This design comes from an exercise in tuning for small area and a short achievable clock period on the open sky130 flow, not from production work.
Function was checked by simulation only, so behaviour that the tests miss may differ from the original.
Power is estimated from default activity; no workload was simulated.

$ cat config.mk
export PLATFORM = sky130hd
export DESIGN_NAME = freqres4
export DESIGN_NICKNAME = freqres4
export VERILOG_FILES = /design/flow/design.v
export SDC_FILE = /design/flow/constraint.sdc
export NUM_CORES = 4
export LEC_CHECK = 0
export ABC_AREA = 1
export CAP_MARGIN = 20
export CORE_MARGIN = 2
export CORE_UTILIZATION = 40
export CTS_BUF_LIST = sky130_fd_sc_hd__clkbuf_8
export CTS_CLUSTER_DIAMETER = 80
export CTS_CLUSTER_SIZE = 12
export SLEW_MARGIN = 20
$ cat constraint.sdc
create_clock -name core_clock -period 15.0 [get_ports {clk}]
set_input_delay 3.0000 -clock core_clock [delete_from_list [all_inputs] [get_ports {clk}]]
set_output_delay 3.0000 -clock core_clock [all_outputs]
set_load 0.01 [all_outputs]
$ cat design.v
module fr_tone_rom (
    input  wire [6:0]  note,
    output reg  [10:0] freq
);
    always @(*) begin
        case (note)
            7'd0: freq = 11'd44;
            7'd1: freq = 11'd157;
            7'd2: freq = 11'd263;
            7'd3: freq = 11'd363;
            7'd4: freq = 11'd457;
            7'd5: freq = 11'd547;
            7'd6: freq = 11'd631;
            7'd7: freq = 11'd711;
            7'd8: freq = 11'd786;
            7'd9: freq = 11'd856;
            7'd10: freq = 11'd923;
            7'd11: freq = 11'd986;
            7'd12: freq = 11'd1046;
            7'd13: freq = 11'd1102;
            7'd14: freq = 11'd1155;
            7'd15: freq = 11'd1205;
            7'd16: freq = 11'd1253;
            7'd17: freq = 11'd1297;
            7'd18: freq = 11'd1339;
            7'd19: freq = 11'd1379;
            7'd20: freq = 11'd1417;
            7'd21: freq = 11'd1452;
            7'd22: freq = 11'd1486;
            7'd23: freq = 11'd1517;
            7'd24: freq = 11'd1547;
            7'd25: freq = 11'd1575;
            7'd26: freq = 11'd1602;
            7'd27: freq = 11'd1627;
            7'd28: freq = 11'd1650;
            7'd29: freq = 11'd1673;
            7'd30: freq = 11'd1694;
            7'd31: freq = 11'd1714;
            7'd32: freq = 11'd1732;
            7'd33: freq = 11'd1750;
            7'd34: freq = 11'd1767;
            7'd35: freq = 11'd1783;
            7'd36: freq = 11'd1798;
            7'd37: freq = 11'd1812;
            7'd38: freq = 11'd1825;
            7'd39: freq = 11'd1837;
            7'd40: freq = 11'd1849;
            7'd41: freq = 11'd1860;
            7'd42: freq = 11'd1871;
            7'd43: freq = 11'd1881;
            7'd44: freq = 11'd1890;
            7'd45: freq = 11'd1899;
            7'd46: freq = 11'd1907;
            7'd47: freq = 11'd1915;
            7'd48: freq = 11'd1923;
            7'd49: freq = 11'd1930;
            7'd50: freq = 11'd1936;
            7'd51: freq = 11'd1943;
            7'd52: freq = 11'd1949;
            7'd53: freq = 11'd1954;
            7'd54: freq = 11'd1959;
            7'd55: freq = 11'd1964;
            7'd56: freq = 11'd1969;
            7'd57: freq = 11'd1974;
            7'd58: freq = 11'd1978;
            7'd59: freq = 11'd1982;
            7'd60: freq = 11'd1985;
            7'd61: freq = 11'd1989;
            7'd62: freq = 11'd1992;
            7'd63: freq = 11'd1995;
            7'd64: freq = 11'd1998;
            7'd65: freq = 11'd2001;
            7'd66: freq = 11'd2004;
            7'd67: freq = 11'd2006;
            7'd68: freq = 11'd2009;
            7'd69: freq = 11'd2011;
            7'd70: freq = 11'd2013;
            7'd71: freq = 11'd2015;
            7'd72: freq = 11'd1998;
            7'd73: freq = 11'd2001;
            7'd74: freq = 11'd2004;
            7'd75: freq = 11'd2006;
            7'd76: freq = 11'd2009;
            7'd77: freq = 11'd2011;
            7'd78: freq = 11'd2013;
            7'd79: freq = 11'd2015;
            7'd80: freq = 11'd1998;
            7'd81: freq = 11'd2001;
            7'd82: freq = 11'd2004;
            7'd83: freq = 11'd2006;
            7'd84: freq = 11'd2009;
            7'd85: freq = 11'd2011;
            7'd86: freq = 11'd2013;
            7'd87: freq = 11'd2015;
            7'd88: freq = 11'd1998;
            7'd89: freq = 11'd2001;
            7'd90: freq = 11'd2004;
            7'd91: freq = 11'd2006;
            7'd92: freq = 11'd2009;
            7'd93: freq = 11'd2011;
            7'd94: freq = 11'd2013;
            7'd95: freq = 11'd2015;
            7'd96: freq = 11'd1998;
            7'd97: freq = 11'd2001;
            7'd98: freq = 11'd2004;
            7'd99: freq = 11'd2006;
            7'd100: freq = 11'd2009;
            7'd101: freq = 11'd2011;
            7'd102: freq = 11'd2013;
            7'd103: freq = 11'd2015;
            7'd104: freq = 11'd1998;
            7'd105: freq = 11'd2001;
            7'd106: freq = 11'd2004;
            7'd107: freq = 11'd2006;
            7'd108: freq = 11'd2009;
            7'd109: freq = 11'd2011;
            7'd110: freq = 11'd2013;
            7'd111: freq = 11'd2015;
            7'd112: freq = 11'd1998;
            7'd113: freq = 11'd2001;
            7'd114: freq = 11'd2004;
            7'd115: freq = 11'd2006;
            7'd116: freq = 11'd2009;
            7'd117: freq = 11'd2011;
            7'd118: freq = 11'd2013;
            7'd119: freq = 11'd2015;
            7'd120: freq = 11'd1998;
            7'd121: freq = 11'd2001;
            7'd122: freq = 11'd2004;
            7'd123: freq = 11'd2006;
            7'd124: freq = 11'd2009;
            7'd125: freq = 11'd2011;
            7'd126: freq = 11'd2013;
            7'd127: freq = 11'd2015;
        endcase
    end
endmodule
module fr_noise_rom (
    input  wire [6:0] note,
    output reg  [7:0] ctrl
);
    always @(*) begin
        case (note)
            7'd0: ctrl = 8'hD7;
            7'd1: ctrl = 8'hD6;
            7'd2: ctrl = 8'hD5;
            7'd3: ctrl = 8'hD4;
            7'd4: ctrl = 8'hC7;
            7'd5: ctrl = 8'hC6;
            7'd6: ctrl = 8'hC5;
            7'd7: ctrl = 8'hC4;
            7'd8: ctrl = 8'hB7;
            7'd9: ctrl = 8'hB6;
            7'd10: ctrl = 8'hB5;
            7'd11: ctrl = 8'hB4;
            7'd12: ctrl = 8'hA7;
            7'd13: ctrl = 8'hA6;
            7'd14: ctrl = 8'hA5;
            7'd15: ctrl = 8'hA4;
            7'd16: ctrl = 8'h97;
            7'd17: ctrl = 8'h96;
            7'd18: ctrl = 8'h95;
            7'd19: ctrl = 8'h94;
            7'd20: ctrl = 8'h87;
            7'd21: ctrl = 8'h86;
            7'd22: ctrl = 8'h85;
            7'd23: ctrl = 8'h84;
            7'd24: ctrl = 8'h77;
            7'd25: ctrl = 8'h76;
            7'd26: ctrl = 8'h75;
            7'd27: ctrl = 8'h74;
            7'd28: ctrl = 8'h67;
            7'd29: ctrl = 8'h66;
            7'd30: ctrl = 8'h65;
            7'd31: ctrl = 8'h64;
            7'd32: ctrl = 8'h57;
            7'd33: ctrl = 8'h56;
            7'd34: ctrl = 8'h55;
            7'd35: ctrl = 8'h54;
            7'd36: ctrl = 8'h47;
            7'd37: ctrl = 8'h46;
            7'd38: ctrl = 8'h45;
            7'd39: ctrl = 8'h44;
            7'd40: ctrl = 8'h37;
            7'd41: ctrl = 8'h36;
            7'd42: ctrl = 8'h35;
            7'd43: ctrl = 8'h34;
            7'd44: ctrl = 8'h27;
            7'd45: ctrl = 8'h26;
            7'd46: ctrl = 8'h25;
            7'd47: ctrl = 8'h24;
            7'd48: ctrl = 8'h17;
            7'd49: ctrl = 8'h16;
            7'd50: ctrl = 8'h15;
            7'd51: ctrl = 8'h14;
            7'd52: ctrl = 8'h07;
            7'd53: ctrl = 8'h06;
            7'd54: ctrl = 8'h05;
            7'd55: ctrl = 8'h04;
            7'd56: ctrl = 8'h03;
            7'd57: ctrl = 8'h02;
            7'd58: ctrl = 8'h01;
            7'd59: ctrl = 8'h00;
            7'd60: ctrl = 8'h00;
            7'd61: ctrl = 8'h00;
            7'd62: ctrl = 8'h00;
            7'd63: ctrl = 8'h00;
            7'd64: ctrl = 8'h00;
            7'd65: ctrl = 8'h00;
            7'd66: ctrl = 8'h00;
            7'd67: ctrl = 8'h00;
            7'd68: ctrl = 8'h00;
            7'd69: ctrl = 8'h00;
            7'd70: ctrl = 8'h00;
            7'd71: ctrl = 8'h00;
            default: ctrl = 8'h00;
        endcase
    end
endmodule
module fr_channel #(
    parameter NOISE = 0
) (
    input  wire        clk,
    input  wire        we_note,
    input  wire [6:0]  wd_note,
    input  wire        we_cur,
    input  wire [10:0] wd_cur,
    input  wire        we_tgt,
    input  wire [10:0] wd_tgt,
    input  wire        we_tv,
    input  wire        wd_tv,
    input  wire        we_dir,
    input  wire [1:0]  wd_dir,
    input  wire        we_spd,
    input  wire [7:0]  wd_spd,
    input  wire        we_tune,
    input  wire [7:0]  wd_tune,
    input  wire        we_arp,
    input  wire [7:0]  wd_arp,
    input  wire        we_aph,
    input  wire [1:0]  wd_aph,
    input  wire        we_vsx,
    input  wire [7:0]  wd_vsx,
    input  wire        we_vd,
    input  wire [7:0]  wd_vd,
    input  wire        we_vdm,
    input  wire        wd_vdm,
    input  wire        we_vv,
    input  wire [7:0]  wd_vv,
    input  wire        we_ip,
    input  wire [11:0] wd_ip,
    output wire [6:0]  note,
    output wire [10:0] cur,
    output wire [10:0] tgt,
    output wire        tv,
    output wire [1:0]  dir,
    output wire [7:0]  spd,
    output wire [7:0]  tune,
    output wire [7:0]  arp,
    output wire [1:0]  aph,
    output wire [7:0]  vsx,
    output wire [7:0]  vd,
    output wire        vdm,
    output wire [7:0]  vv,
    output wire [11:0] ip
);
    reg [6:0]  r_note;
    reg [7:0]  r_arp;
    reg [1:0]  r_aph;
    always @(posedge clk) begin
        if (we_note) r_note <= wd_note;
        if (we_arp)  r_arp  <= wd_arp;
        if (we_aph)  r_aph  <= wd_aph;
    end
    assign note = r_note;
    assign arp  = r_arp;
    assign aph  = r_aph;
    generate
        if (NOISE) begin : g_noise
            assign cur  = 11'd0;
            assign tgt  = 11'd0;
            assign tv   = 1'b0;
            assign dir  = 2'd0;
            assign spd  = 8'd0;
            assign tune = 8'd0;
            assign vsx  = 8'd0;
            assign vd   = 8'd0;
            assign vdm  = 1'b0;
            assign vv   = 8'd0;
            assign ip   = 12'd0;
        end else begin : g_tone
            reg [10:0] r_cur;
            reg [10:0] r_tgt;
            reg        r_tv;
            reg [1:0]  r_dir;
            reg [7:0]  r_spd;
            reg [7:0]  r_tune;
            reg [7:0]  r_vsx;
            reg [7:0]  r_vd;
            reg        r_vdm;
            reg [7:0]  r_vv;
            reg [11:0] r_ip;
            always @(posedge clk) begin
                if (we_cur)  r_cur  <= wd_cur;
                if (we_tgt)  r_tgt  <= wd_tgt;
                if (we_tv)   r_tv   <= wd_tv;
                if (we_dir)  r_dir  <= wd_dir;
                if (we_spd)  r_spd  <= wd_spd;
                if (we_tune) r_tune <= wd_tune;
                if (we_vsx)  r_vsx  <= wd_vsx;
                if (we_vd)   r_vd   <= wd_vd;
                if (we_vdm)  r_vdm  <= wd_vdm;
                if (we_vv)   r_vv   <= wd_vv;
                if (we_ip)   r_ip   <= wd_ip;
            end
            assign cur  = r_cur;
            assign tgt  = r_tgt;
            assign tv   = r_tv;
            assign dir  = r_dir;
            assign spd  = r_spd;
            assign tune = r_tune;
            assign vsx  = r_vsx;
            assign vd   = r_vd;
            assign vdm  = r_vdm;
            assign vv   = r_vv;
            assign ip   = r_ip;
        end
    endgenerate
endmodule
module freqres4 (
    input  wire        clk,
    input  wire        rst,
    input  wire [2:0]  cmd_op,
    input  wire [1:0]  cmd_ch,
    input  wire [7:0]  cmd_arg0,
    input  wire [7:0]  cmd_arg1,
    input  wire [1:0]  cmd_flags,
    output reg         out_valid,
    output reg  [1:0]  out_ch,
    output wire [10:0] out_freq
);
    localparam OP_NOTE   = 3'd1;
    localparam OP_EFFECT = 3'd2;
    localparam OP_USEINS = 3'd3;
    localparam OP_STEP   = 3'd4;
    localparam DIR_UP    = 2'd1;   
    localparam DIR_DOWN  = 2'd2;   
    localparam DIR_PORTA = 2'd3;   
    wire is_note = (cmd_op == OP_NOTE);
    wire is_eff  = (cmd_op == OP_EFFECT);
    wire is_uses = (cmd_op == OP_USEINS);
    wire is_step = (cmd_op == OP_STEP);
    wire e_arp   = is_eff && (cmd_arg1 == 8'h08);
    wire e_slide = is_eff && (cmd_arg1 == 8'h09 || cmd_arg1 == 8'h0A || cmd_arg1 == 8'h0B);
    wire e_vib   = is_eff && (cmd_arg1 == 8'h0C);
    wire e_vdel  = is_eff && (cmd_arg1 == 8'h0D);
    wire e_tune  = is_eff && (cmd_arg1 == 8'h0E);
    wire [6:0]  c_note [0:3];
    wire [10:0] c_cur  [0:3];
    wire [10:0] c_tgt  [0:3];
    wire        c_tv   [0:3];
    wire [1:0]  c_dir  [0:3];
    wire [7:0]  c_spd  [0:3];
    wire [7:0]  c_tune [0:3];
    wire [7:0]  c_arp  [0:3];
    wire [1:0]  c_aph  [0:3];
    wire [7:0]  c_vsx  [0:3];
    wire [7:0]  c_vd   [0:3];
    wire        c_vdm  [0:3];
    wire [7:0]  c_vv   [0:3];
    wire [11:0] c_ip   [0:3];
    wire [3:0] sel = 4'b0001 << cmd_ch;
    wire        w_note, w_cur, w_tv, w_spd, w_tune, w_arp, w_aph;
    wire        w_vsx, w_vd, w_vdm, w_vv, w_ip, w_dir;
    wire [6:0]  d_note;
    wire [10:0] d_cur, d_tgt;
    wire [7:0]  d_spd, d_tune, d_arp, d_vsx, d_vd, d_vv;
    wire [1:0]  d_aph;
    wire        d_vdm;
    wire [11:0] d_ip;
    genvar c;
    generate
        for (c = 0; c < 4; c = c + 1) begin : g_ch
            wire s = sel[c] && !rst;
            fr_channel #(.NOISE(c == 3 ? 1 : 0)) u_ch (
                .clk(clk),
                .we_note(rst || (s && w_note)), .wd_note(d_note),
                .we_cur (rst || (s && w_cur)),  .wd_cur (d_cur),
                .we_tgt (rst || (s && w_tv)),   .wd_tgt (d_tgt),
                .we_tv  (rst || (s && w_tv)),   .wd_tv  (!rst),
                .we_dir (s && w_dir),           .wd_dir (cmd_arg1[1:0]),
                .we_spd (rst || (s && w_spd)),  .wd_spd (d_spd),
                .we_tune(rst || (s && w_tune)), .wd_tune(d_tune),
                .we_arp (rst || (s && w_arp)),  .wd_arp (d_arp),
                .we_aph (s && w_aph),           .wd_aph (d_aph),
                .we_vsx (rst || (s && w_vsx)),  .wd_vsx (d_vsx),
                .we_vd  (rst || (s && w_vd)),   .wd_vd  (d_vd),
                .we_vdm (rst || (s && w_vdm)),  .wd_vdm (d_vdm),
                .we_vv  (s && w_vv),            .wd_vv  (d_vv),
                .we_ip  (rst || (s && w_ip)),   .wd_ip  (d_ip),
                .note(c_note[c]), .cur(c_cur[c]), .tgt(c_tgt[c]), .tv(c_tv[c]), .dir(c_dir[c]),
                .spd(c_spd[c]), .tune(c_tune[c]), .arp(c_arp[c]), .aph(c_aph[c]),
                .vsx(c_vsx[c]), .vd(c_vd[c]), .vdm(c_vdm[c]), .vv(c_vv[c]),
                .ip(c_ip[c])
            );
        end
    endgenerate
    wire [6:0] c_nb   [0:3];
    wire [1:0] c_aphn [0:3];
    generate
        for (c = 0; c < 4; c = c + 1) begin : g_arp
            wire [7:0] a   = c_arp[c];
            wire [1:0] ph  = c_aph[c];
            wire       on  = (a != 8'd0);
            wire [3:0] off = (ph == 2'd1) ? a[7:4] : (ph == 2'd2) ? a[3:0] : 4'd0;
            assign c_nb[c]   = c_note[c] + {3'd0, off};
            assign c_aphn[c] = !on ? ph : (ph == 2'd2) ? 2'd0 : ph + 2'd1;
        end
    endgenerate
    wire [1:0]  tch = cmd_ch[1] ? 2'd2 : {1'b0, cmd_ch[0]};
    wire [6:0]  note    = c_note[cmd_ch];
    wire [6:0]  nb      = c_nb[cmd_ch];
    wire [1:0]  aph_new = c_aphn[cmd_ch];
    wire [10:0] cur  = c_cur[tch];
    wire [10:0] tgt  = c_tgt[tch];
    wire        tv   = c_tv[tch];
    wire [1:0]  dir  = c_dir[tch];
    wire [7:0]  spd  = c_spd[tch];
    wire [7:0]  tune = c_tune[tch];
    wire [3:0]  vs   = c_vsx[tch][7:4];
    wire [3:0]  ve   = c_vsx[tch][3:0];
    wire [7:0]  vd   = c_vd[tch];
    wire        vdm  = c_vdm[tch];
    wire [7:0]  vv   = c_vv[tch];
    wire [3:0]  vt   = vv[3:0];    
    wire [1:0]  vp   = vv[5:4];
    wire [11:0] ip   = c_ip[tch];
    wire signed [12:0] pitch_sum = $signed({ip[11], ip}) + $signed({{5{cmd_arg1[7]}}, cmd_arg1});
    wire [11:0] pitch_clamped = (pitch_sum[12] != pitch_sum[11]) ? {pitch_sum[12], {11{~pitch_sum[12]}}}
                                                                 : pitch_sum[11:0];
    wire [11:0] ip_new = cmd_flags[1] ? pitch_clamped : ip;
    wire        porta  = (dir == DIR_PORTA);
    wire [10:0] target = tv ? tgt : 11'd0;
    wire [11:0] g_up   = {1'b0, cur} + {4'd0, spd};
    wire [11:0] g_dn   = {1'b0, cur} - {4'd0, spd};
    wire        up_hit = porta ? (g_up > {1'b0, target}) : g_up[11];
    wire        dn_hit = g_dn[11] || (porta && g_dn[10:0] < target);
    wire [10:0] r_up   = up_hit ? (porta ? target : 11'd2047) : g_up[10:0];
    wire [10:0] r_dn   = dn_hit ? (porta ? target : 11'd0) : g_dn[10:0];
    wire        up     = (dir == DIR_UP) || (porta && cur < target);
    wire [10:0] cur_new = up ? r_up : r_dn;
    wire [7:0] inst_arp = cmd_flags[0] ? cmd_arg0 : 8'd0;
    wire signed [9:0] note_sum = $signed({3'b000, nb}) + $signed({{2{inst_arp[7]}}, inst_arp});
    wire [6:0] note2 = note_sum[9]          ? 7'd0  :
                       (note_sum > 10'sd71) ? 7'd71 : note_sum[6:0];
    wire       vib_on  = (vs != 4'd0) && (ve != 4'd0);
    wire       vib_run = vib_on && !vdm;
    wire [3:0] vt_inc  = vt + 4'd1;
    wire       vt_wrap = (vt_inc >= vs);
    wire signed [5:0] vib = !vib_run     ? 6'sd0 :
                            (vp == 2'd1) ? $signed({2'b00, ve}) :
                            (vp == 2'd3) ? -$signed({2'b00, ve}) : 6'sd0;
    wire signed [8:0]  tune_vib = $signed(tune) + $signed({{3{vib[5]}}, vib});
    wire signed [12:0] q = $signed({{4{tune_vib[8]}}, tune_vib}) - $signed({2'b00, tgt});
    wire [10:0] tone_rd;
    fr_tone_rom u_rom (.note(is_note ? cmd_arg0[6:0] : note2), .freq(tone_rd));
    wire [10:0] tone_n2  = tone_rd;
    wire [10:0] tone_arg = tone_rd;
    wire [7:0] noise_n2;
    fr_noise_rom u_noise (.note(note2), .ctrl(noise_n2));
    wire porta_play = (dir == DIR_PORTA) && (spd != 8'd0) && cmd_flags[0];
    assign w_note = is_note;
    assign d_note = rst ? 7'd0 : cmd_arg0[6:0];
    assign w_cur  = (is_note && !porta_play) || is_step;
    assign d_cur  = rst ? 11'd0 : is_note ? tone_arg : cur_new;
    assign d_tgt  = rst ? 11'd44 : tone_arg;   
    assign w_tv   = is_note;
    assign w_dir  = e_slide;
    assign w_spd  = e_slide;
    assign d_spd  = rst ? 8'd0 : cmd_arg0;
    assign w_tune = e_tune;
    assign d_tune = rst ? 8'h00 : cmd_arg0 ^ 8'h80;
    assign w_arp  = e_arp;
    assign d_arp  = rst ? 8'd0 : cmd_arg0;
    assign w_aph  = is_note || e_arp || is_step;
    assign d_aph  = is_step ? aph_new : 2'd0;
    assign w_vsx  = e_vib;
    assign d_vsx  = rst ? 8'd0 : cmd_arg0;
    assign w_vd   = e_vdel;
    assign d_vd   = rst ? 8'd0 : cmd_arg0;
    assign w_vdm  = is_note || (is_step && vib_on && vdm);
    assign d_vdm  = !rst && (is_note ? (vd != 8'd0) : (vv != 8'd1));
    assign w_vv   = is_note || (e_vib && !vdm) || (is_step && vib_on);
    assign d_vv   = is_note ? vd :
                    !is_step ? 8'd0 :
                    vdm      ? vv - 8'd1 :
                    {2'b00, vt_wrap ? vp + 2'd1 : vp, vt_wrap ? 4'd0 : vt_inc};
    assign w_ip   = is_uses || (is_step && cmd_flags[1]);
    assign d_ip   = (rst || is_uses) ? 12'd0 : ip_new;
    wire       is_ch3 = (cmd_ch == 2'd3);
    reg [10:0] t2_r;
    reg [10:0] cur_r;
    reg [11:0] ip_r;
    reg [12:0] q_r;
    always @(posedge clk) begin
        out_valid <= !rst && is_step;
        out_ch    <= cmd_ch;
        t2_r      <= is_ch3 ? {3'b000, noise_n2} : tone_n2;
        cur_r     <= is_ch3 ? 11'd0 : cur_new;
        ip_r      <= is_ch3 ? 12'd0 : ip_new;
        q_r       <= is_ch3 ? 13'd0 : q;
    end
    wire signed [13:0] f_sum = $signed({3'b000, cur_r}) + $signed({{2{ip_r[11]}}, ip_r})
                             + $signed({q_r[12], q_r}) + $signed({3'b000, t2_r});
    wire [10:0] tone_out = f_sum[13] ? 11'd0 : (f_sum[12:11] != 2'b00) ? 11'd2047 : f_sum[10:0];
    assign out_freq = tone_out;   
endmodule
$ cat flow/run.sh
#!/bin/bash
# Layout flow: the standard ORFS flow (standard synthesis unchanged),
# with timing repair aimed below the clock period and free cell sizing.
#   SETUP_SLACK_MARGIN    repair_timing keeps working until setup slack
#                         reaches this margin (ns) instead of 0: CTS_MARGIN
#                         for the steps up to clock tree synthesis, then
#                         GRT_MARGIN for the repair after global routing
#   MATCH_CELL_FOOTPRINT  0 lets sizing swap cells of different footprints
#   BUFFER_PORTS_ARGS     port buffers as buf_2 instead of delay cells
# Each make run's full output goes to its own log in the work folder
# (flow_make_cts.log, flow_make_finish.log); ORFS keeps each step's log
# under orfs/logs/.
set -euo pipefail
CTS_MARGIN=8
GRT_MARGIN=6.5
COMMON=(MATCH_CELL_FOOTPRINT=0 "BUFFER_PORTS_ARGS=-buffer_cell sky130_fd_sc_hd__buf_2")
bash standard.sh "${COMMON[@]}" SETUP_SLACK_MARGIN=$CTS_MARGIN cts > flow_make_cts.log 2>&1
bash standard.sh "${COMMON[@]}" SETUP_SLACK_MARGIN=$GRT_MARGIN finish > flow_make_finish.log 2>&1
$ cat standard.sh
#!/bin/bash
# synth_recipe.tcl (not shown) runs the flow's synth.tcl, then flattens the netlist and writes it again
# the make line also repeats each setting of config.mk as NAME=value (left out here)
make -C /OpenROAD-flow-scripts/flow DESIGN_CONFIG=/design/flow/config.mk WORK_HOME=/design/flow/orfs CLKGATE_MAP_FILE= SYNTH_SCRIPT=/design/flow/synth_recipe.tcl "${@:-finish}"
==> results of run 1 <==
[worst max-delay path by stage]
stage | start | end | slack (ns) | cells after the start
global placement | cmd_ch[1] | g_ch[0].u_ch.g_tone.r_cur[5] | 6.71 | 27
floorplan | cmd_ch[0] | g_ch[0].u_ch.g_tone.r_cur[7] | 7.90 | 35
detailed placement | cmd_ch[1] | q_r[12] | 6.49 | 24
CTS | ip_r[1] | out_freq[0] | 7.92 | 18
finish | cmd_ch[0] | g_ch[1].u_ch.g_tone.r_cur[2] | 7.91 | 34
global route | cmd_ch[0] | g_ch[1].u_ch.g_tone.r_cur[2] | 7.44 | 34
[sequential cells by signal (all words and copies together) (netlist names)]
name,count
out_valid,1
g_ch.u_ch.g_tone.r_vv,24
g_ch.u_ch.g_tone.r_vd,24
ip_r,12
g_ch.u_ch.g_tone.r_ip,36
out_ch,2
g_ch.u_ch.g_tone.r_tv,3
g_ch.u_ch.r_note,28
g_ch.u_ch.g_tone.r_tune,24
cur_r,11
g_ch.u_ch.g_tone.r_tgt,33
g_ch.u_ch.r_aph,8
q_r,13
g_ch.u_ch.g_tone.r_spd,24
g_ch.u_ch.g_tone.r_vdm,3
g_ch.u_ch.r_arp,32
g_ch.u_ch.g_tone.r_cur,33
t2_r,11
g_ch.u_ch.g_tone.r_vsx,24
g_ch.u_ch.g_tone.r_dir,6
[synth_stat cells (all sizes together) (13+ instances only)]
library cell,count
nand2,380
edfxtp,302
inv,282
nor2,246
o21ai,151
ha,133
a21oi,116
nand3,111
o22ai,57
dfxtp,50
fa,42
xor2,37
buf,35
clkbuf,32
nor3,26
nand4,24
or2,21
o211ai,20
o21bai,14
o21a,13
[logic make-up after synthesis]
logic type	Yosys count	synth area share [%]
AND/OR/NAND/NOR	820	17.4
multiplexers	1	0.0487
buffers and inverters	350	6.81
XOR/XNOR	45	1.92
AO/OA/AOI/OAI	429	12.7
adder cells (fa/ha/maj)	175	12.2
flip-flops	352	49.0
[timing repair]
action / in CTS / in global routing
gates resized for setup: 72 / 0
endpoints found under the setup margin: 105 / 0
hold endpoints to repair: 0 / 0
hold buffers: 0 / 0
buffers inserted: 15 / 0
[layout make-up]
cell class              count  share of cell area [%]
clock inverters            24                   0.502
multi-input cells        1473                    41.3
flip-flops and latches    352                    44.4
diodes                      1                  0.0110
clock buffers              36                    2.18
repair buffers             88                    3.04
inverters                 283                    4.83
well taps                 680                    3.75
[where the power goes]
part           leakage [nW]  internal [mW]  switching (mW)
Combinational          5.96          0.887            1.36
Sequential             3.36           1.23          0.0613
Clock                 0.381          0.226           0.335
[critical path: cells and delay by family]
family | cells | cell delay, ns
AND/OR/NAND/NOR | 17 | 1.75
buffers and inverters | 8 | 0.87
adder cells (fa/ha/maj) | 3 | 0.83
AO/OA/AOI/OAI | 5 | 0.83
XOR/XNOR | 1 | 0.16
[cell usage in the layout (no fill, tap or decap), types with 38 or more instances in the layout]
cell / Yosys / routed
ha_1: 133 / 129
inv_1: 261 / 275
nand2_1: 363 / 359
o22ai_1: 57 / 56
edfxtp_1: 302 / 302
nor2_1: 241 / 233
fa_1: 42 / 38
a21oi_1: 114 / 109
o21ai_0: 114 / 95
buf_4: 8 / 41
nand3_1: 105 / 105
o21ai_1: 34 / 47
dfxtp_1: 50 / 47
[through the flow]
step | power, mW | worst slack, ns
after global placement | 3.21 | 6.71
after floorplan | 2.70 | 7.90
after detailed placement | 3.24 | 6.49
after global routing | 4.43 | 7.44
final | 4.10 | 7.91
after CTS | 4.09 | 7.92
[per-layer routing]
metal  track usage [%]  share of wire [%]
met5                 0                  0
met1              29.9                 45
met2              36.1                 46
met4              7.48                3.0
met3              2.75                5.7
==> impl_metrics.json, run 1 <==
{
  "status": "complete, no violations",
  "slew_headroom_pct": 27.8,
  "numPortBuffers": 38,
  "fp.coreArea_mm2": 0.0511,
  "track_usage_pct": 21.9,
  "cts.sinks": 352,
  "critPathMaxFanout": 18,
  "cts_tree": "done",
  "post-route-util_pct": 44.4,
  "dieArea_mm2": 0.0532,
  "htree_levels": 2,
  "dp_cells": 2855,
  "yosysSeqAreaShare_pct": 49.0,
  "yosysWarnings": 5,
  "fillers": 4916,
  "cts_buffers": 35,
  "ant_nets": 0,
  "tns_ns": 0,
  "power.density_mw_per_mm2": 181,
  "placed_area_mm2": 0.0216,
  "fin_crit_sh_pct": 47.3,
  "syn-cell-area_mm2": 0.0206,
  "worst-slew-pin-transition_ns": 1.08,
  "clockBufferDepth": 3,
  "area_delta_synth_final_pct": 10.4,
  "fmax_mhz": 141,
  "final_layout_size_suffix_gt1_share_pct": 12.1,
  "cp_data_required_time_ns": 15.40,
  "async_flop_share_pct": 0,
  "crit_path_max_incr_delay_ns": 0.36,
  "worstSkewPairLatency_ns": 0.64,
  "row_count": 83,
  "routed_via_density": 5.41,
  "antenna_found_initial": 0,
  "finalWirelength_mm": 58.5,
  "finalNonFillerCells": 2937,
  "rr_worst_depth": 31,
  "synth_largest_area_cell": "edfxtp_1",
  "cp.arrival_ns": 7.49,
  "ir_drop_mv": 0.172,
  "hpwl_mm": 41.0,
  "synth_cells": 2172,
  "slowest_stage": "fa_2",
  "ios": 39,
  "start_util_pct": 40.2,
  "syn_area_per_cell_um2": 9.46,
  "hold-worst-slack_ns": 0.799,
  "rsz0062_at_grt": "no",
  "end_kind": "flip-flop",
  "cts.reportedPaths.clkPinSlew_ns": 0.09,
  "finalWeightedCongestion": 0.974,
  "critPathKind": "in -> reg",
  "via_count": 15900,
  "synth_ff_type": "edfxtp_1",
  "finalHoldViolations": 0,
  "nets": 2433,
  "cp_common_cell": "nand2_1",
  "regArea_mm2": 0.0101,
  "timing.rr.start": "g_ch[1].u_ch.r_aph[0]",
  "setup_viol": 0,
  "drc": 0,
  "dr.pass1.iters": 5,
  "yosysTopAreaCellShare_pct": 44.1,
  "grt_pass1_vias": 15500,
  "rr_endpoint": "g_ch[0].u_ch.g_tone.r_cur[4]",
  "min_path_type": "reg -> reg",
  "slew_viol_final": 0,
  "die_h_um": 231,
  "hold_path.startpoint": "g_ch[0].u_ch.g_tone.r_ip[5]",
  "ys_types": 67,
  "clk_root_buffer_cell": "clkbuf_8",
  "grt_max_degree": 50,
  "synth_edf_count": 302,
  "design_area_mm2": 0.0227,
  "max-cap-violations": 0,
  "hold_path_end": "ip_r[5]",
  "grt_pass1_wl_mm": 89.2,
  "dieWidth_um": 231,
  "grt-ovfl-total": 0,
  "synth_fp_nets": 2372,
  "synth_area_leaders": "edfxtp_1 (44%), ha_1 (8.1%), nand2_1 (6.6%), dfxtp_1 (4.9%), inv_1 (4.8%)",
  "crit_path_start_kind": "primary input",
  "drt_iter0_drc": 1315,
  "synth_seq_cells": 352,
  "holdPathStages": 4,
  "timing.clock.skew_ns": 0.0768,
  "p_leak_nw": 9.70,
  "wl_per_cell_um": 19.9,
  "multiInputGateArea_mm2": 0.00937,
  "min_period_ns": 7.09,
  "r2r_setup_slack_ns": 9.14
}
==> run 2: changes to the inputs <==
--- a/design.v
+++ b/design.v
@@ -453,4 +453,4 @@
     wire signed [9:0] note_sum = $signed({3'b000, nb}) + $signed({{2{inst_arp[7]}}, inst_arp});
-    wire [6:0] note2 = note_sum[9]          ? 7'd0  :
-                       (note_sum > 10'sd71) ? 7'd71 : note_sum[6:0];
+    wire n2_low  = note_sum[9];
+    wire n2_high = !note_sum[9] && (note_sum[8:0] > 9'd71);
     wire       vib_on  = (vs != 4'd0) && (ve != 4'd0);
@@ -465,7 +465,8 @@
     wire [10:0] tone_rd;
-    fr_tone_rom u_rom (.note(is_note ? cmd_arg0[6:0] : note2), .freq(tone_rd));
-    wire [10:0] tone_n2  = tone_rd;
+    fr_tone_rom u_rom (.note(is_note ? cmd_arg0[6:0] : note_sum[6:0]), .freq(tone_rd));
+    wire [10:0] tone_n2  = n2_low ? 11'd44 : n2_high ? 11'd2015 : tone_rd;   
     wire [10:0] tone_arg = tone_rd;
-    wire [7:0] noise_n2;
-    fr_noise_rom u_noise (.note(note2), .ctrl(noise_n2));
+    wire [7:0]  noise_rd;
+    fr_noise_rom u_noise (.note(note_sum[6:0]), .ctrl(noise_rd));
+    wire [7:0]  noise_n2 = n2_low ? 8'hD7 : n2_high ? 8'h00 : noise_rd;      
     wire porta_play = (dir == DIR_PORTA) && (spd != 8'd0) && cmd_flags[0];
--- a/flow/run.sh
+++ b/flow/run.sh
@@ -13,3 +13,3 @@
 set -euo pipefail
-CTS_MARGIN=8
+CTS_MARGIN=8.25
 GRT_MARGIN=6.5
==> run 2 against run 1 <==
  * Still clean on timing, DRC and antenna
  * Clock skew shrank 0.040 ns
  * Hold slack worse by 0.063 ns
  * Clock power fell by 2%
  * Utilization shrank 0.37 points
  * Wire length grew 4.4%
  * Die area increased by 4.3%
  * Via count rose by 5.3%
  * First-iteration DRC count grew 8.1%
  * Sequential power hardly changed
  * Count of clock-buffer cells in the layout unchanged
  * Critical path type unchanged
  * Largest power group unchanged
==> impl_metrics.json, run 2 <==
{
  "status": "complete, no violations",
  "ant_nets": 0,
  "async_flop_share_pct": 0,
  "cp_data_required_time_ns": 15.30,
  "fp.coreArea_mm2": 0.0528,
  "area_delta_synth_final_pct": 8.30,
  "drt_iter0_drc": 1422,
  "finalWeightedCongestion": 0.924,
  "end_kind": "flip-flop",
  "multiInputGateArea_mm2": 0.0100,
  "ios": 39,
  "dp_slack_ns": 6.41,
  "synth_xor_area_share_pct": 1.63,
  "synth_largest_area_cell": "edfxtp_1",
  "die_h_um": 236,
  "cts_tree": "done",
  "track_usage_pct": 21.7,
  "setup_viol": 0,
  "reg.largest.list": "g_ch.u_ch.g_tone.r_ip: 36 flops, g_ch.u_ch.g_tone.r_cur: 33 flops, g_ch.u_ch.g_tone.r_tgt: 33 flops",
  "regMostFlops": "g_ch.u_ch.g_tone.r_ip",
  "hpwl_mm": 43.2,
  "rsz0062_at_grt": "no",
  "largest_reg_flops": 36,
  "fmax_mhz": 148,
  "layout_common_cells": "nand2_1 (440), edfxtp_1 (302), inv_1 (281), nor2_1 (209), nand3_1 (160)",
  "yosysTopAreaCellShare_pct": 42.3,
  "cp.arrival_ns": 7.07,
  "n_antenna_cell": 0,
  "worstSkewPairLatency_ns": 0.59,
  "fillers": 5097,
  "wl_per_cell_um": 19.9,
  "dr.pass1.iters": 6,
  "synth_most_common_cell": "nand2_1",
  "finalWirelength_mm": 61.1,
  "htree_levels": 2,
  "dieArea_mm2": 0.0555,
  "final_layout_size_suffix_gt1_share_pct": 12.5,
  "power.density_mw_per_mm2": 172,
  "grt_pass1_vias": 16100,
  "ir_drop_mv": 0.145,
  "grt_max_degree": 40,
  "grt_pass1_wl_mm": 93.0,
  "dieWidth_um": 236,
  "slew_headroom_pct": 26.5,
  "finalHoldViolations": 0,
  "total_power_mw": 4.00,
  "yosysWarnings": 5,
  "clockBufferDepth": 3,
  "cts.sinks": 352,
  "synth_edf_count": 302,
  "cts.reportedPaths.clkPinSlew_ns": 0.09,
  "crit_path_start_kind": "primary input",
  "antenna_found_initial": 0,
  "critPathKind": "in -> reg",
  "mostFrequentLayoutCell": "nand2_1",
  "tns_ns": 0,
  "grt-ovfl-total": 0,
  "syn-cell-area_mm2": 0.0215,
  "synth_commonest_cells": "nand2_1 (441), edfxtp_1 (302), inv_1 (266), nor2_1 (212), nand3_1 (160)",
  "yosysSeqAreaShare_pct": 46.9,
  "synth_top_family_by_area": "simple AND/OR/NAND/NOR gates",
  "critPathMaxFanout": 31,
  "synth_area_leaders": "edfxtp_1 (42%), nand2_1 (7.7%), ha_1 (7.6%), dfxtp_1 (4.7%), inv_1 (4.7%)",
  "via_count": 16700,
  "holdPathStages": 2,
  "syn_area_per_cell_um2": 9.29,
  "nets": 2553,
  "regArea_mm2": 0.0101,
  "drc": 0,
  "worst-slew-pin-transition_ns": 1.10,
  "max-cap-violations": 0,
  "synthAdderAreaFrac_pct": 11.6,
  "cts_buffers": 35,
  "synthSimpleGateAreaFrac_pct": 20.9,
  "p_leak_nw": 9.96,
  "synth_cells": 2310,
  "min_path_type": "reg -> reg",
  "rr_worst_depth": 23,
  "synth_compound_area_share_pct": 11.7,
  "timing.clock.skew_ns": 0.0365,
  "min_period_ns": 6.78,
  "hold_buffers": 0,
  "synth_ff_type": "edfxtp_1",
  "setup_ws_ns": 8.22,
  "fin_crit_sh_pct": 45.2,
  "ys_types": 71,
  "slew_viol_final": 0,
  "start_util_pct": 40.7,
  "synth_seq_cells": 352,
  "row_count": 84,
  "routed_via_density": 5.46,
  "synth_fp_nets": 2508,
  "numPortBuffers": 38,
  "clk_root_buffer_cell": "clkbuf_8",
  "synthMuxAreaShare_pct": 0
}
## run 2: cell count changes after synthesis, sizes merged, moves of 8 or more
cell,previous run,this run
o221a,12,4
o21ai,151,129
nor2,246,238
buf,35,52
nand2,380,477
nand3,111,177
clkbuf,32,22
## run 2: routing by layer
metal  vias up  part of all wire [%]  GRT usage, %
met2       620                    45          34.4
met3       119                   7.2          3.45
met1      8021                    44          30.3
met4         0                   3.4          7.62
met5         -                     0             0
li1       7984                     -             -
## run 2: what timing repair did
action | 4_1_cts | 5_1_grt
endpoints found under the setup margin | 161 | 0
buffers inserted | 8 | 0
gates resized for setup | 48 | 0
## run 2: cells by family (layout without fill, tap and decap cells)
logic type               Yosys count  in the layout
buffers and inverters            355            417
AND/OR/NAND/NOR                  993            997
adder cells (fa/ha/maj)          173            173
AO/OA/AOI/OAI                    398            398
XOR/XNOR                          39             39
flip-flops                       352            352
## run 2: critical path, stage by stage
cell       delay, ns
buf_6           0.26
clkinv_16       0.18
nand2_8         0.17
buf_16          0.20
o21ai_0         0.12
nor2_2          0.63
nand2_1         0.44
ha_1            0.43
a21oi_1         0.06
o21ai_0         0.33
a21oi_1         0.08
nand3_1         0.11
nand2_1         0.29
inv_2           0.36
nand3_1         0.13
nand2_1         0.11
a21oi_1         0.10
## run 2: through the flow
| step | hold WS (ns) | cells | util, % | area, um2 |
|---|---|---|---|---|
| global placement | 0.684 | 2989 | 42.1 | 22200 |
| global route | 0.791 | 3064 | 44.0 | 23200 |
| detailed placement | 0.745 | 2990 | 42.1 | 22200 |
| floorplan | 0.634 | 2310 | - | 21500 |
| finish | 0.736 | 3064 | 44.0 | 23200 |
| CTS | 0.750 | 3064 | 44.0 | 23200 |
## run 2: worst paths after layout
check	startpoint	endpoint	slack, ns
worst max register to register	g_ch[2].u_ch.r_aph[1]	g_ch[2].u_ch.g_tone.r_cur[2]	10.06
worst min register to register	g_ch[0].u_ch.g_tone.r_vd[2]	g_ch[2].u_ch.g_tone.r_vv[2]	0.74
worst max-delay path	cmd_ch[1]	g_ch[1].u_ch.g_tone.r_cur[10]	8.22
worst min-delay path	g_ch[0].u_ch.g_tone.r_vd[2]	g_ch[2].u_ch.g_tone.r_vv[2]	0.74
## run 2: layout make-up
class | count | area share (%)
clock buffers | 36 | 2.13
clock inverters | 22 | 0.420
inverters | 281 | 4.69
multi-input cells | 1607 | 43.1
flip-flops and latches | 352 | 43.4
well taps | 688 | 3.71
repair buffers | 76 | 2.45
repair inverters | 2 | 0.0969
## run 2: where the power goes
group / total [mW] / switching, mW / internal, mW
clock network: 0.550 / 0.326 / 0.224
registers: 1.29 / 0.0676 / 1.22
logic: 2.16 / 1.35 / 0.806
==> run 3: changes to the inputs <==
--- a/flow/run.sh
+++ b/flow/run.sh
@@ -13,3 +13,3 @@
 set -euo pipefail
-CTS_MARGIN=8.25
+CTS_MARGIN=8.4
 GRT_MARGIN=6.5
==> run 3 against run 2 <==
  * Still clean
  * Die area unchanged
  * Clock power up 5.6%
  * Power grew 4.7%
  * Utilization rose by 0.24 points
  * Via count grew 0.85%
  * Design area up 0.54%
  * Highest routed layer unchanged
  * Non-clock buffer count shrank 2
==> impl_metrics.json, run 3 <==
{
  "numPortBuffers": 38,
  "rr_worst_depth": 21,
  "yosysSeqAreaShare_pct": 46.9,
  "worstSkewPairLatency_ns": 0.58,
  "tns_ns": 0,
  "critical_path.top_delay_family": "simple AND/OR/NAND/NOR gates",
  "end_kind": "flip-flop",
  "finalWirelength_mm": 62.4,
  "hold_path_end": "g_ch[0].u_ch.g_tone.r_vv[7]",
  "dr.pass1.iters": 5,
  "largest_reg_flops": 36,
  "cts_tree": "done",
  "r2r_setup_slack_ns": 10.13,
  "power.density_mw_per_mm2": 179,
  "cp.arrival_ns": 7.24,
  "grt-ovfl-total": 0,
  "yosysWarnings": 5,
  "die_h_um": 236,
  "cp_num_buf_inv": 8,
  "hold_path.startpoint": "g_ch[0].u_ch.g_tone.r_vd[7]",
  "hold_buffers": 0,
  "design_area_mm2": 0.0234,
  "slew_headroom_pct": 29.6,
  "yosysTopAreaCellShare_pct": 42.3,
  "timing.clock.skew_ns": 0.0415,
  "critPathMaxFanout": 29,
  "grt_max_degree": 40,
  "cts_buffers": 36,
  "dieWidth_um": 236,
  "nets": 2550,
  "track_usage_pct": 22.4,
  "cts.sinks": 352,
  "synth_edf_count": 302,
  "routed_via_density": 5.50,
  "ant_nets": 0,
  "final_layout_size_suffix_gt1_share_pct": 13.6,
  "syn_area_per_cell_um2": 9.29,
  "worstPathCellList": "buf_8 -> clkinv_16 -> nand2_8 -> buf_16 -> o22a_1 -> o21a_1 -> inv_1 -> ha_1 -> nand3_1 -> and2_1 -> inv_2 -> nor2_4 -> nand2_1 -> nor2_4 -> inv_2 -> fa_1 -> inv_1 -> ha_1 -> inv_1 -> nor4_1 -> nand3_1 -> nand4_1 -> o21ai_0 -> a21oi_1",
  "wl_per_cell_um": 20.4,
  "mostFrequentLayoutCell": "nand2_1",
  "rsz0062_at_grt": "no",
  "synth_fp_nets": 2508,
  "slowest_stage": "fa_1",
  "slew_viol_final": 0,
  "synth_most_common_cell": "nand2_1",
  "async_flop_share_pct": 0,
  "hold-worst-slack_ns": 0.769,
  "synth_cells": 2310,
  "cp_common_cell": "inv_1",
  "row_count": 84,
  "regMostFlops": "g_ch.u_ch.g_tone.r_ip",
  "placed_area_mm2": 0.0223,
  "p_leak_nw": 9.99,
  "post-route-util_pct": 44.3,
  "hpwl_mm": 43.4,
  "cp_data_required_time_ns": 15.50,
  "fillers": 5101,
  "synth_largest_area_cell": "edfxtp_1",
  "timing.rr.start": "g_ch[0].u_ch.r_aph[1]",
  "synth_seq_cells": 352,
  "grt_pass1_vias": 16400,
  "min_period_ns": 6.74,
  "rr_endpoint": "g_ch[1].u_ch.g_tone.r_cur[7]",
  "drc": 0,
  "synth_area_leaders": "edfxtp_1 (42%), nand2_1 (7.7%), ha_1 (7.6%), dfxtp_1 (4.7%), inv_1 (4.7%)",
  "grt_pass1_wl_mm": 96.7,
  "clockBufferDepth": 3,
  "antenna_found_initial": 2,
  "ir_drop_mv": 0.158,
  "fin_crit_sh_pct": 44.9,
  "drt_iter0_drc": 1448,
  "area_delta_synth_final_pct": 8.88,
  "crit_path_start_kind": "primary input",
  "reg.largest.list": "g_ch.u_ch.g_tone.r_ip: 36 flops, g_ch.u_ch.g_tone.r_cur: 33 flops, g_ch.u_ch.g_tone.r_tgt: 33 flops",
  "crit_path_max_incr_delay_ns": 0.52,
  "htree_levels": 2,
  "fp.coreArea_mm2": 0.0528,
  "critPathKind": "in -> reg",
  "finalHoldViolations": 0,
  "finalWeightedCongestion": 0.937,
  "synth_ff_type": "edfxtp_1",
  "ys_types": 71,
  "dieArea_mm2": 0.0555,
  "start_util_pct": 40.7,
  "cts.reportedPaths.clkPinSlew_ns": 0.09,
  "holdPathStages": 2,
  "fmax_mhz": 148,
  "status": "complete, no violations",
  "syn-cell-area_mm2": 0.0215,
  "worst-slew-pin-transition_ns": 1.05,
  "clk_root_buffer_cell": "clkbuf_8",
  "max-cap-violations": 0,
  "synth_commonest_cells": "nand2_1 (441), edfxtp_1 (302), inv_1 (266), nor2_1 (212), nand3_1 (160)",
  "ios": 39,
  "via_count": 16900,
  "min_path_type": "reg -> reg",
  "setup_viol": 0,
  "layout_common_cells": "nand2_1 (437), edfxtp_1 (302), inv_1 (282), nor2_1 (205), nand3_1 (156)"
}
run 3: cell types whose count changed in the layout (fill, tap and decap cells not counted), sizes merged:
cell,change
inv,+7
nand3,-1
clkinvlp,-2
clkinv,+1
buf,-2
clkbuf,+1
diode,+1
nand2,-1
run 3: worst max path at each step:
stage / from / endpoint / slack [ns] / depth (start not counted)
after global routing: cmd_ch[1] / g_ch[2].u_ch.g_tone.r_cur[2] / 7.93 / 24
after CTS: cur_r[1] / out_freq[10] / 8.34 / 15
after detailed placement: cmd_ch[1] / q_r[9] / 6.73 / 25
final: cmd_ch[1] / q_r[11] / 8.26 / 24
after global placement: cmd_ch[1] / q_r[10] / 6.77 / 25
after floorplan: cmd_ch[1] / g_ch[0].u_ch.g_tone.r_cur[1] / 8.40 / 32
run 3: cells by family after synthesis:
group | after synthesis | synth area share, %
xor+xnor | 39 | 1.63
flops | 352 | 46.9
fa+ha+maj | 173 | 11.6
buf+inv | 355 | 7.30
compound gates | 398 | 11.7
simple gates | 993 | 20.9
run 3: cell type report:
class	instances	area, um2	area share [%]
clock buffer	37	509	2.18
tap	688	861	3.69
timing repair buffer	74	551	2.36
antenna	1	2.50	0.0107
sequential	352	10100	43.1
clock inverter	28	126	0.541
timing repair inverter	2	22.5	0.0964
multi-input combinational	1605	10100	43.3
inverter	281	1090	4.66
run 3: per-layer routing:
layer  vias to the layer above  wire length, um  global-route usage, %
li1                       7976                -                      -
met1                      8293            28600                   31.9
met2                       537            28400                   36.0
met3                        81             3800                   2.51
met4                         0             1650                   6.41
met5                         -                0                      0
run 3: report_power, final:
group	internal, mW	leakage (nW)	switching, mW
registers	1.22	3.36	0.0652
clock network	0.234	0.403	0.347
logic	0.900	6.22	1.42
total	2.36	9.99	1.83
run 3: worst register-to-register path, stage by stage (launching register included):
cell      delay, ns
edfxtp_1       0.44
or2_2          0.37
o22ai_1        0.21
ha_1           0.22
inv_1          0.06
fa_1           0.44
a22oi_1        0.46
fa_1           0.48
inv_1          0.12
nand2_1        0.08
nand2_2        0.20
inv_1          0.12
ha_1           0.31
nand3_1        0.14
nand2_1        0.13
inv_1          0.05
nand2_1        0.07
a21oi_1        0.07
o21ai_1        0.24
nand3_1        0.11
nand2_1        0.22
a21oi_2        0.07
run 3: through the flow:
step                      setup slack (ns)  power [mW]  std cells
after floorplan                       8.40        2.76       2310
after global placement                6.77        3.32       2987
after detailed placement              6.73        3.33       2988
after CTS                             8.34        4.19       3067
after global routing                  7.93        4.54       3068
final                                 8.26        4.18       3068
run 3: timing repair:
action	CTS	global route
gates resized for setup	73	0
buffers inserted	7	0
setup endpoints to repair	158	0
==> run 4: changes to the inputs <==
--- a/design.v
+++ b/design.v
@@ -468,5 +468,5 @@
     wire [10:0] tone_arg = tone_rd;
-    wire [7:0]  noise_rd;
-    fr_noise_rom u_noise (.note(note_sum[6:0]), .ctrl(noise_rd));
-    wire [7:0]  noise_n2 = n2_low ? 8'hD7 : n2_high ? 8'h00 : noise_rd;      
+    wire [6:0]  note2 = n2_low ? 7'd0 : n2_high ? 7'd71 : note_sum[6:0];
+    wire [7:0]  noise_n2;
+    fr_noise_rom u_noise (.note(note2), .ctrl(noise_n2));
     wire porta_play = (dir == DIR_PORTA) && (spd != 8'd0) && cmd_flags[0];
--- a/flow/run.sh
+++ b/flow/run.sh
@@ -13,3 +13,3 @@
 set -euo pipefail
-CTS_MARGIN=8.4
+CTS_MARGIN=8.6
 GRT_MARGIN=6.5
==> run 4 against run 3 <==
  * Still clean on timing, DRC and antenna
  * Global-route usage about the same
  * Register-to-register slack about the same
  * Worst setup slack worse by 0.018 ns
  * Highest routed layer is now met5
==> impl_metrics.json, run 4 <==
{
  "grt_pass1_vias": 15900,
  "synth_fp_nets": 2472,
  "synth_area_leaders": "edfxtp_1 (43%), nand2_1 (8.2%), ha_1 (7.7%), dfxtp_1 (4.8%), nand3_1 (4.8%)",
  "fmax_mhz": 148,
  "synth_seq_cells": 352,
  "hold_path_end": "ip_r[7]",
  "synth_ff_type": "edfxtp_1",
  "status": "complete, no violations",
  "synth_largest_area_cell": "edfxtp_1",
  "tns_ns": 0,
  "p_clk_share_pct": 13.3,
  "worstPathCellList": "fa_1 -> fa_1 -> ha_2 -> inv_1 -> fa_2 -> buf_4 -> o31ai_1 -> a211oi_1 -> xor2_1 -> nand2_1 -> nand2_1 -> inv_1 -> buf_2",
  "grt_pass1_wl_mm": 93.1,
  "ant_nets": 0,
  "die_h_um": 232,
  "syn-cell-area_mm2": 0.0209,
  "mostFrequentLayoutCell": "nand2_1",
  "grt_max_degree": 47,
  "min_period_ns": 6.75,
  "start_util_pct": 40.5,
  "hold_path.startpoint": "g_ch[0].u_ch.g_tone.r_ip[7]",
  "power.density_mw_per_mm2": 179,
  "dr.pass1.iters": 6,
  "design_area_mm2": 0.0231,
  "yosysSeqAreaShare_pct": 48.2,
  "finalWeightedCongestion": 0.942,
  "area_delta_synth_final_pct": 10.5,
  "largest_reg_flops": 36,
  "numPortBuffers": 38,
  "synth_most_common_cell": "nand2_1",
  "cts.sinks": 352,
  "crit_path_max_incr_delay_ns": 0.53,
  "setup_viol": 0,
  "ir_drop_mv": 0.155,
  "worst-slew-pin-transition_ns": 1.06,
  "dieArea_mm2": 0.0541,
  "via_count": 16600,
  "clockBufferDepth": 3,
  "drt_iter0_drc": 1561,
  "hpwl_mm": 42.4,
  "finalWirelength_mm": 60.3,
  "seq_power_share_pct": 31.2,
  "holdPathStages": 4,
  "fp.coreArea_mm2": 0.0515,
  "crit_path_start_kind": "flip-flop",
  "routed_via_density": 5.50,
  "cp_num_buf_inv": 4,
  "p_leak_nw": 9.89,
  "n_antenna_cell": 0,
  "reg.largest.list": "g_ch.u_ch.g_tone.r_ip: 36 flops, g_ch.u_ch.g_tone.r_cur: 33 flops, g_ch.u_ch.g_tone.r_tgt: 33 flops",
  "htree_levels": 2,
  "dieWidth_um": 232,
  "min_path_type": "reg -> reg",
  "worstSkewPairLatency_ns": 0.59,
  "rsz0062_at_grt": "no",
  "cts_tree": "done",
  "track_usage_pct": 22.4,
  "critPathKind": "reg -> out",
  "syn_area_per_cell_um2": 9.18,
  "worstSetupStartpoint": "ip_r[1]",
  "slowest_stage": "fa_1",
  "cp.arrival_ns": 3.75,
  "rr_endpoint": "g_ch[0].u_ch.g_tone.r_cur[7]",
  "r2r_setup_slack_ns": 10.12,
  "synth_cells": 2276,
  "end_kind": "output pin",
  "layout_common_cells": "nand2_1 (449), edfxtp_1 (302), inv_1 (277), nand3_1 (193), nor2_1 (189)",
  "wl_per_cell_um": 19.9,
  "nets": 2521,
  "yosysTopAreaCellShare_pct": 43.4,
  "critPathMaxFanout": 2,
  "internal_power_mw": 2.31,
  "synth_edf_count": 302,
  "slew_viol_final": 0,
  "ios": 39,
  "cp_data_required_time_ns": 12.00,
  "row_count": 83,
  "yosysWarnings": 5,
  "finalHoldViolations": 0,
  "grt-ovfl-total": 0,
  "fin_crit_sh_pct": 45.0,
  "placed_area_mm2": 0.0219,
  "synth_commonest_cells": "nand2_1 (456), edfxtp_1 (302), inv_1 (263), nand3_1 (200), nor2_1 (200)",
  "rr_worst_depth": 19,
  "critical_path.top_delay_family": "adder cells",
  "antenna_found_initial": 1,
  "max-cap-violations": 0,
  "async_flop_share_pct": 0,
  "timing.rr.start": "g_ch[0].u_ch.r_aph[1]",
  "clk_root_buffer_cell": "clkbuf_8",
  "switchingPower_mw": 1.82,
  "p_comb_share_pct": 55.5,
  "cts_buffers": 35,
  "regMostFlops": "g_ch.u_ch.g_tone.r_ip",
  "cts.reportedPaths.clkPinSlew_ns": 0.09,
  "ys_types": 57,
  "slew_headroom_pct": 28.3,
  "sw_frac_of_total_pct": 44.1,
  "post-route-util_pct": 44.8,
  "final_layout_size_suffix_gt1_share_pct": 11.6,
  "timing.clock.skew_ns": 0.0341,
  "drc": 0
}
-- run 4: cell types whose count changed after synthesis, sizes merged, moves of 6 or more --
| cell | change |
|---|---|
| nor2 | -31 |
| nand3 | +27 |
| nand4 | +12 |
| inv | -9 |
| or2 | +7 |
| a21oi | -8 |
| o22ai | -6 |
| nor3 | -12 |
| nand2 | -15 |
| clkbuf | +7 |
-- run 4: layout make-up --
class	count	area, um2
timing repair inverter	2	22.5
timing repair buffer	82	653
clock buffer	35	482
inverter	273	1070
fill	4941	28400
multi-input combinational	1579	9840
sequential	352	10100
tap	680	851
clock inverter	20	83.8
-- run 4: cell families after synthesis --
kind of cell             share of synthesized area, %
AND/OR/NAND/NOR                                  20.2
AO/OA/AOI/OAI                                    11.3
flip-flops                                       48.2
buffers and inverters                            6.89
adder cells (fa/ha/maj)                          11.8
XOR/XNOR                                         1.68
-- run 4: worst reg2reg max path, delay by kind of cell (launching register included) --
kind                       cells  cell delay [ns]
AOI/OAI and AO/OA              9             2.28
adders and majority gates      2             0.63
and+or+nand+nor                8             1.23
DFF                            1             0.45
-- run 4: power by group through the flow --
stage,Sequential [mW],Combinational (mW),Clock (mW)
after detailed placement,1.31,2.04,0
after CTS,1.29,2.28,0.559
final,1.29,2.29,0.549
after floorplan,1.29,1.46,0
after global placement,1.31,2.03,0
after global routing,1.30,2.56,0.592
-- run 4: worst max-delay path by stage --
stage,cells past startpoint,endpoint
3_5_place_dp,24,g_ch[1].u_ch.g_tone.r_cur[4]
3_3_place_gp,24,g_ch[0].u_ch.g_tone.r_cur[4]
6_report,13,out_freq[9]
4_1_cts,16,out_freq[8]
5_1_grt,15,out_freq[8]
2_1_floorplan,32,g_ch[0].u_ch.g_tone.r_cur[8]
-- run 4: repair_timing --
item                       4_1_cts  5_1_grt
hold buffers                     0        0
buffers inserted                13        0
resized for setup               89        0
setup endpoints to repair      158        0
-- run 4: stage by stage --
step	power [mW]	setup slack [ns]	hold slack [ns]	std cells
6_report	4.13	8.25	0.780	3023
3_3_place_gp	3.34	6.81	0.746	2946
4_1_cts	4.12	8.29	0.784	3022
5_1_grt	4.46	8.06	0.856	3023
3_5_place_dp	3.35	6.72	0.758	2946
2_1_floorplan	2.74	8.49	0.645	2276
-- run 4: metal layers --
metal / track usage [%] / routed length, um / up-vias
li1: - / - / 7918
met1: 31.8 / 27200 / 8001
met2: 36.4 / 27700 / 624
met3: 2.68 / 4160 / 86
met4: 5.33 / 1210 / 2
met5: 0 / 13 / -
==> run 5: changes to the inputs <==
--- a/flow/run.sh
+++ b/flow/run.sh
@@ -13,3 +13,3 @@
 set -euo pipefail
-CTS_MARGIN=8.6
+CTS_MARGIN=8.25
 GRT_MARGIN=6.5
==> run 5 against run 4 <==
  * Combinational power is 3% lower
  * Clock skew is 0.0041 ns higher
  * Wire length is 1.1% lower
  * Still clean
  * Fmax is 2.0% lower
  * Largest cell class unchanged
  * Via count is 0.58% lower
  * Synthesized cell count stayed put
  * Sequential power hardly changed
==> impl_metrics.json, run 5 <==
{
  "dieArea_mm2": 0.0541,
  "max-cap-violations": 0,
  "min_period_ns": 6.89,
  "end_kind": "flip-flop",
  "cts.reportedPaths.clkPinSlew_ns": 0.08,
  "cp.arrival_ns": 7.17,
  "met1_usage_pct": 30.6,
  "hold_path.startpoint": "g_ch[0].u_ch.g_tone.r_ip[11]",
  "timing.rr.start": "g_ch[0].u_ch.r_aph[1]",
  "worst-slew-pin-transition_ns": 1.21,
  "crit_path_start_kind": "primary input",
  "p_leak_nw": 9.81,
  "power.density_mw_per_mm2": 178,
  "routed_via_density": 5.48,
  "antenna_found_initial": 4,
  "drc": 0,
  "yosysTopAreaCellShare_pct": 43.4,
  "slew_headroom_pct": 18.5,
  "htree_levels": 2,
  "wl_per_cell_um": 19.8,
  "dp_slack_ns": 6.56,
  "synth_fp_nets": 2472,
  "fp.coreArea_mm2": 0.0515,
  "grt-ovfl-total": 0,
  "final_layout_size_suffix_gt1_share_pct": 9.50,
  "ir_drop_mv": 0.156,
  "mostFrequentLayoutCell": "nand2_1",
  "grt_max_degree": 67,
  "rr_endpoint": "g_ch[2].u_ch.g_tone.r_cur[3]",
  "syn-cell-area_mm2": 0.0209,
  "grt_pass1_vias": 16300,
  "timing.clock.skew_ns": 0.0382,
  "total_power_mw": 4.06,
  "async_flop_share_pct": 0,
  "clk_root_buffer_cell": "clkbuf_8",
  "critPathMaxFanout": 30,
  "cts_buffers": 35,
  "ys_types": 57,
  "cts_tree": "done",
  "cp_num_buf_inv": 8,
  "syn_area_per_cell_um2": 9.18,
  "ios": 39,
  "fillers": 5073,
  "drt_iter0_drc": 1406,
  "hold_buffers": 0,
  "via_count": 16500,
  "synth_largest_area_cell": "edfxtp_1",
  "numPortBuffers": 38,
  "status": "complete, no violations",
  "row_count": 83,
  "min_path_type": "reg -> reg",
  "fmax_mhz": 145,
  "track_usage_pct": 22.3,
  "crit_path_max_incr_delay_ns": 0.37,
  "yosysSeqAreaShare_pct": 48.2,
  "tns_ns": 0,
  "r2r_setup_slack_ns": 9.81,
  "start_util_pct": 40.5,
  "nets": 2513,
  "layout_common_cells": "nand2_1 (453), edfxtp_1 (302), inv_1 (276), nand3_1 (199), nor2_1 (196)",
  "placed_area_mm2": 0.0218,
  "slowest_stage": "ha_1",
  "critical_path.top_delay_family": "simple AND/OR/NAND/NOR gates",
  "critPathKind": "in -> reg",
  "synth_cells": 2276,
  "fin_crit_sh_pct": 46.0,
  "grt_pass1_wl_mm": 92.6,
  "reg.largest.list": "g_ch.u_ch.g_tone.r_ip: 36 flops, g_ch.u_ch.g_tone.r_cur: 33 flops, g_ch.u_ch.g_tone.r_tgt: 33 flops",
  "post-route-util_pct": 44.2,
  "met2_usage_pct": 36.8,
  "yosysWarnings": 5,
  "cts.sinks": 352,
  "area_delta_synth_final_pct": 9.06,
  "rr_worst_depth": 23,
  "regMostFlops": "g_ch.u_ch.g_tone.r_ip",
  "finalWeightedCongestion": 0.907,
  "finalWirelength_mm": 59.7,
  "hold_path_end": "ip_r[11]",
  "hpwl_mm": 42.4,
  "largest_reg_flops": 36,
  "synth_commonest_cells": "nand2_1 (456), edfxtp_1 (302), inv_1 (263), nand3_1 (200), nor2_1 (200)",
  "cp_data_required_time_ns": 15.27,
  "slew_viol_final": 0,
  "synth_seq_cells": 352,
  "dr.pass1.iters": 7,
  "synth_most_common_cell": "nand2_1",
  "dieWidth_um": 232,
  "clockBufferDepth": 3,
  "synth_area_leaders": "edfxtp_1 (43%), nand2_1 (8.2%), ha_1 (7.7%), dfxtp_1 (4.8%), nand3_1 (4.8%)",
  "setup_ws_ns": 8.11,
  "rsz0062_at_grt": "no",
  "die_h_um": 232,
  "synth_ff_type": "edfxtp_1",
  "finalHoldViolations": 0,
  "design_area_mm2": 0.0228,
  "setup_viol": 0,
  "synth_edf_count": 302,
  "worstSkewPairLatency_ns": 0.58,
  "met3_usage_pct": 2.65,
  "ant_nets": 0,
  "holdPathStages": 4,
  "top_usage_layer": "met2"
}
## run 5: cell counts after synthesis
Identical to the previous run, type by type.
## run 5: how the worst max path moves through the flow
stage	startpoint	to	slack, ns	cells after the start
after floorplan	cmd_ch[1]	g_ch[0].u_ch.g_tone.r_cur[0]	8.26	31
after global placement	cmd_ch[1]	g_ch[0].u_ch.g_tone.r_cur[0]	6.74	25
after detailed placement	cmd_ch[1]	g_ch[1].u_ch.g_tone.r_cur[3]	6.56	25
after CTS	cmd_ch[1]	g_ch[1].u_ch.g_tone.r_cur[0]	8.25	32
after global routing	cmd_ch[1]	g_ch[2].u_ch.g_tone.r_cur[3]	7.77	16
final	cmd_ch[1]	g_ch[2].u_ch.g_tone.r_cur[3]	8.11	27
## run 5: kinds of logic after synthesis
group	share of synthesized area [%]
AOI/OAI and AO/OA	11.3
DFF	48.2
buffers and inverters	6.89
adders and majority gates	11.8
xor gates and xnor gates	1.68
and+or+nand+nor	20.2
## run 5: tightest hold or removal path, stage by stage (launching register included)
cell,delay [ns]
edfxtp_1,0.33
nor2_1,0.04
nor2_1,0.15
o21ai_0,0.12
nor2_1,0.09
## run 5: repair_timing
action | 4_1_cts | 5_1_grt
hold endpoints to repair | 0 | 0
endpoints found under the setup margin | 107 | 0
setup buffers | 9 | 0
gates resized for setup | 62 | 0
## run 5: layout make-up
| cell class | count | area (um2) | share of cell area [%] |
|---|---|---|---|
| inverter | 273 | 1040 | 4.57 |
| clock buffer | 37 | 509 | 2.24 |
| tap | 680 | 851 | 3.74 |
| antenna | 1 | 2.50 | 0.0110 |
| timing repair buffer | 79 | 613 | 2.69 |
| sequential | 352 | 10100 | 44.2 |
| multi-input combinational | 1576 | 9610 | 42.2 |
| clock inverter | 19 | 76.3 | 0.335 |
## run 5: per-stage QoR
stage	std cells	hold slack, ns
3_3_place_gp	2947	0.746
3_5_place_dp	2947	0.741
4_1_cts	3016	0.779
5_1_grt	3017	0.848
2_1_floorplan	2276	0.645
6_report	3017	0.761
## run 5: power by group
part           switching [mW]  internal [mW]
clock network           0.323          0.227
registers              0.0668           1.22
logic                    1.37          0.845
total                    1.76           2.30
## run 5: layer usage
layer | up-vias | part of all wire [%]
li1 | 7897 | -
met1 | 7965 | 44
met2 | 568 | 46
met3 | 105 | 6.0
met4 | 0 | 3.0
met5 | - | 0

static timing again, ports no longer ideal:
Ports are ideal in the flow. The routed layouts listed here were re-timed in OpenROAD. Step 1, drivers: a clkbuf_16 drives clk and a buf_2 each remaining input, both assumed. Step 2 adds t to the input delays and takes it off the output delays; t is the mean of the earliest and latest rising clock arrival at the registers after step 1. Input paths then give back, and output paths get back, about the clock's delay inside the block. a / b / c = ideal / step 1 / step 2; a / b = the first two.
| run | shift t [ns] | slack for setup (ns) | worst setup path after step 2 | latest minus earliest clock arrival (ns) | slew at the worst register clock pin (ns) |
|---|---|---|---|---|---|
| run 1 | 0.654 | 7.909 / 7.890 / 7.277 | input to register | 0.077 / 0.077 | 0.09 / 0.09 |
| run 2 | 0.620 | 8.222 / 8.233 / 7.613 | input to register | 0.037 / 0.036 | 0.09 / 0.09 |
| run 3 | 0.611 | 8.265 / 8.260 / 7.648 | input to register | 0.043 / 0.043 | 0.09 / 0.09 |
| run 4 | 0.623 | 8.246 / 8.195 / 7.900 | input to register | 0.035 / 0.035 | 0.09 / 0.09 |
| run 5 | 0.614 | 8.107 / 8.141 / 7.527 | input to register | 0.038 / 0.038 | 0.10 / 0.10 |
After both steps setup and hold are still met in every run listed. For run 1, which loses most, drivers alone change the setup slack by -0.019 ns; drivers and shift together by -0.632 ns.
